This design comes from an exercise in tuning for small area, a short achievable clock period and few clock cycles per item on the open sky130 flow, not from production work. Only simulation tests tie the RTL to the original design; equivalence was not proved. No activity file was given, so power comes from the tool's default toggle rates.

==> branch raven: inputs <==
// crc_frame_decoder
module crc_frame_decoder (
    input  wire         clk,
    input  wire         rst,
    input  wire         in_valid,
    output wire         in_ready,
    input  wire [159:0] in_frame,
    output wire         out_valid,
    output wire [1:0]   out_status,    
    output wire [31:0]  out_crc,       
    output wire [7:0]   out_model,     
    output wire [1:0]   out_alg,
    output wire [1:0]   out_filt,
    output wire [31:0]  out_x,
    output wire [31:0]  out_y,
    output wire [31:0]  out_z
);
    wire [31:0] crc;
  ...
export LEC_CHECK = 0
export CAP_MARGIN = 0
export CORE_MARGIN = 2
export CORE_UTILIZATION = 60
export GPL_ROUTABILITY_DRIVEN = 0
export SETUP_SLACK_MARGIN = 1.85
export SLEW_MARGIN = 0
export SYNTH_HIERARCHICAL = 1
export SYNTH_MINIMUM_KEEP_SIZE = 0
create_clock -name core_clock -period 5.0 [get_ports {clk}]
standard.sh (not shown) runs the stock make flow with config.mk's settings and CLKGATE_MAP_FILE= SYNTH_SCRIPT=/design/flow/synth_recipe.tcl, a recipe that flattens the netlist after the stock synthesis.
==> flow/flow/run.sh <==
#!/bin/bash
set -euo pipefail
bash standard.sh \
  "BUFFER_PORTS_ARGS=-buffer_cell sky130_fd_sc_hd__buf_1" \
  "CTS_ARGS=-sink_clustering_enable -repair_clock_nets -dont_use_dummy_load -buf_list sky130_fd_sc_hd__clkbuf_8" \
  finish > standard_make.log 2>&1
==> inputs of branch juniper, as changes to branch raven <==
--- a/flow/design.v
+++ b/flow/design.v
@@ -871,50 +871,26 @@
             8'd7:  begin alg = 2'd2; filt = 2'd1; end
             8'd8:  begin alg = 2'd2; filt = 2'd2; end
             8'd12: begin alg = 2'd3; filt = 2'd0; end
             8'd13: begin alg = 2'd3; filt = 2'd1; end
             8'd14: begin alg = 2'd3; filt = 2'd2; end
             default: begin alg = 2'd0; filt = 2'd0; end
         endcase
     end
-    wire [31:0] eq;
-    wire [7:0]  eq_n;
-    wire [3:0]  eq_a;
-    wire        bad;
-    wire        st0;
-    genvar k;
-    generate
-        for (k = 0; k < 32; k = k + 1) begin : g_eq
-            crc_xnor2 u_eq (.a(crc_q[k]), .b(rx_q[k]), .y(eq[k]));
-        end
-        for (k = 0; k < 8; k = k + 1) begin : g_n
-            crc_nand4 u_n (.a(eq[4*k]), .b(eq[4*k+1]), .c(eq[4*k+2]), .d(eq[4*k+3]), .y(eq_n[k]));
-        end
-        for (k = 0; k < 4; k = k + 1) begin : g_a
-            crc_nor2 u_a (.a(eq_n[2*k]), .b(eq_n[2*k+1]), .y(eq_a[k]));
-        end
-    endgenerate
-    crc_nand4 u_bad (.a(eq_a[0]), .b(eq_a[1]), .c(eq_a[2]), .d(eq_a[3]), .y(bad));
-    crc_nor2  u_st0 (.a(bad), .b(drive_q), .y(st0));
+    wire ok = (crc_q == rx_q);
     assign in_ready   = 1'b1;
     assign out_valid  = valid_q;
-    assign out_status = {bad, st0};
+    assign out_status = !ok ? 2'd2 : drive_q ? 2'd0 : 2'd1;
     assign out_crc    = crc_q;
     assign out_model  = model_q;
     assign out_alg    = alg;
     assign out_filt   = filt;
     assign out_x      = xyz_q[95:64];
     assign out_y      = xyz_q[63:32];
     assign out_z      = xyz_q[31:0];
 endmodule
 module crc_xor2 (input wire a, input wire b, output wire y);
     assign y = a ^ b;
 endmodule
 module crc_xnor2 (input wire a, input wire b, output wire y);
     assign y = ~(a ^ b);
 endmodule
-module crc_nand4 (input wire a, input wire b, input wire c, input wire d, output wire y);
-    assign y = ~(a & b & c & d);
-endmodule
-module crc_nor2 (input wire a, input wire b, output wire y);
-    assign y = ~(a | b);
-endmodule
==> flow/config.mk (replaced) <==
export PLATFORM = sky130hd
export DESIGN_NAME = crc_frame_decoder
export DESIGN_NICKNAME = crc_frame_decoder
export VERILOG_FILES = /design/flow/design.v
export SDC_FILE = /design/flow/constraint.sdc
export NUM_CORES = 4
export LEC_CHECK = 0
export CAP_MARGIN = 0
export CORE_MARGIN = 2
export CORE_UTILIZATION = 70
export SETUP_SLACK_MARGIN = 1.5
export SLEW_MARGIN = 0
export SYNTH_HIERARCHICAL = 1
export SYNTH_MINIMUM_KEEP_SIZE = 0
==> inputs of branch quartz, as changes to branch raven <==
--- a/flow/config.mk
+++ b/flow/config.mk
@@ -4,12 +4,12 @@
 export VERILOG_FILES = /design/flow/design.v
 export SDC_FILE = /design/flow/constraint.sdc
 export NUM_CORES = 4
 export LEC_CHECK = 0
 export CAP_MARGIN = 0
 export CORE_MARGIN = 2
 export CORE_UTILIZATION = 60
 export GPL_ROUTABILITY_DRIVEN = 0
-export SETUP_SLACK_MARGIN = 1.85
+export SETUP_SLACK_MARGIN = 1.7
 export SLEW_MARGIN = 0
 export SYNTH_HIERARCHICAL = 1
 export SYNTH_MINIMUM_KEEP_SIZE = 0
==> impl_metrics.py <==
metrics = {
    "synthesis": {
        "synth.area.top_cells": "xor2_1, dfxtp_1, xnor2_1",
        "synth-simple-area-share_pct": 1.74,
        "synthAdderAreaFrac_pct": 0.565,
    },
    "grt": {
        "grt_pass1_vias": 8491,
        "grt_pass1_wl_um": 54200,
    },
    "worst_hold_path": {
        "hold_end": "rx_q[22]$_DFF_P_",
    },
    "sta": {
        "whs_ns": 0.623,
    },
    "die": {
        "rows": 49,
        "nWellTaps": 229,
    },
    "outcome": {
        "status": "no timing/DRC/antenna violations",
    },
    "power": {
        "p_clk_share_pct": 10.5,
    },
}
Source of the figures above: branch quartz

==> impl_metrics.py <==
metrics = {
    "outcome": {
        "status": "no timing/DRC/antenna violations",
    },
    "worst_setup_path": {
        "crit_buf_inv": 1,
    },
    "cts": {
        "cts_resized": 23,
    },
    "die": {
        "die_x_um": 140,
        "rows": 49,
        "die_h_um": 140,
        "nWellTaps": 229,
    },
    "worst_hold_path": {
        "hold_end": "rx_q[22]$_DFF_P_",
    },
    "grt": {
        "grt_pass1_vias": 8533,
        "grt_most_used_layer": "met2",
        "grt_pass1_wl_um": 54400,
    },
    "sta": {
        "whs_ns": 0.624,
        "max_freq_ghz": 0.316,
    },
    "synthesis": {
        "syn_area_per_cell_um2": 10.5,
        "synth-simple-area-share_pct": 1.74,
        "synthAdderAreaFrac_pct": 0.565,
        "synth_xor_area_share_pct": 65.4,
        "synth.area.top_cells": "xor2_1, dfxtp_1, xnor2_1",
        "synthesis.nets": 1220,
    },
    "power": {
        "p_clk_share_pct": 10.5,
        "switching_share_pct": 47.0,
    },
}
Source of the figures above: branch raven

==> impl_metrics.py <==
metrics = {
    "detailed_routing": {
        "route.met2.wl_um": 18500,
    },
    "layout": {
        "final_common_cell": "xor2_1",
    },
    "die": {
        "nWellTaps": 211,
        "rows": 45,
    },
    "grt": {
        "grt_pass1_wl_um": 58300,
    },
    "sta": {
        "whs_ns": 0.623,
    },
    "synthesis": {
        "synth.area.top_cells": "xor2_1, dfxtp_1, xnor2_1",
        "synthAdderAreaFrac_pct": 0.565,
    },
    "worst_hold_path": {
        "hold_end": "rx_q[10]$_DFF_P_",
    },
    "worst_setup_path": {
        "start_kind": "input port",
    },
    "outcome": {
        "status": "no timing/DRC/antenna violations",
    },
    "power": {
        "p_clk_share_pct": 10.3,
    },
    "placed_design": {
        "pre_cts_ws_ns": 0.922,
    },
}
Source of the figures above: branch juniper

Testbench counts of branch raven, summed over its fixed seeds: cycles 3,208, items 3,200.
Testbench counts of branch juniper, summed over its fixed seeds: cycles 3,208, items 3,200.
Testbench counts of branch quartz, summed over its fixed seeds: cycles 3,208, items 3,200.

port drivers added, routing unchanged:
In the flow no input, the clock included, has a driving cell. The finished layouts below were timed again as built, in two steps.
Step 1 assumes that a clkbuf_16 drives the clock port and a buf_2 every other input.
Step 2 also shifts input and output timing later by t, the mid clock arrival at the registers, as if the neighbouring blocks saw the same clock.
Three values: no drivers, after step 1, after step 2; two values: the first two.
| run | shift t [ns] | setup slack, ns | worst setup path after step 2 |
|---|---|---|---|
| branch raven | 0.497 | 1.836 / 1.855 / 1.358 | input to register |
| branch juniper | 0.496 | 1.474 / 1.492 / 0.996 | input to register |
| branch quartz | 0.499 | 1.682 / 1.696 / 1.197 | input to register |
After both steps setup and hold are still met in every run listed. The setup slack of branch quartz, which loses most, moves by +0.014 ns with the drivers and by -0.485 ns with both steps.
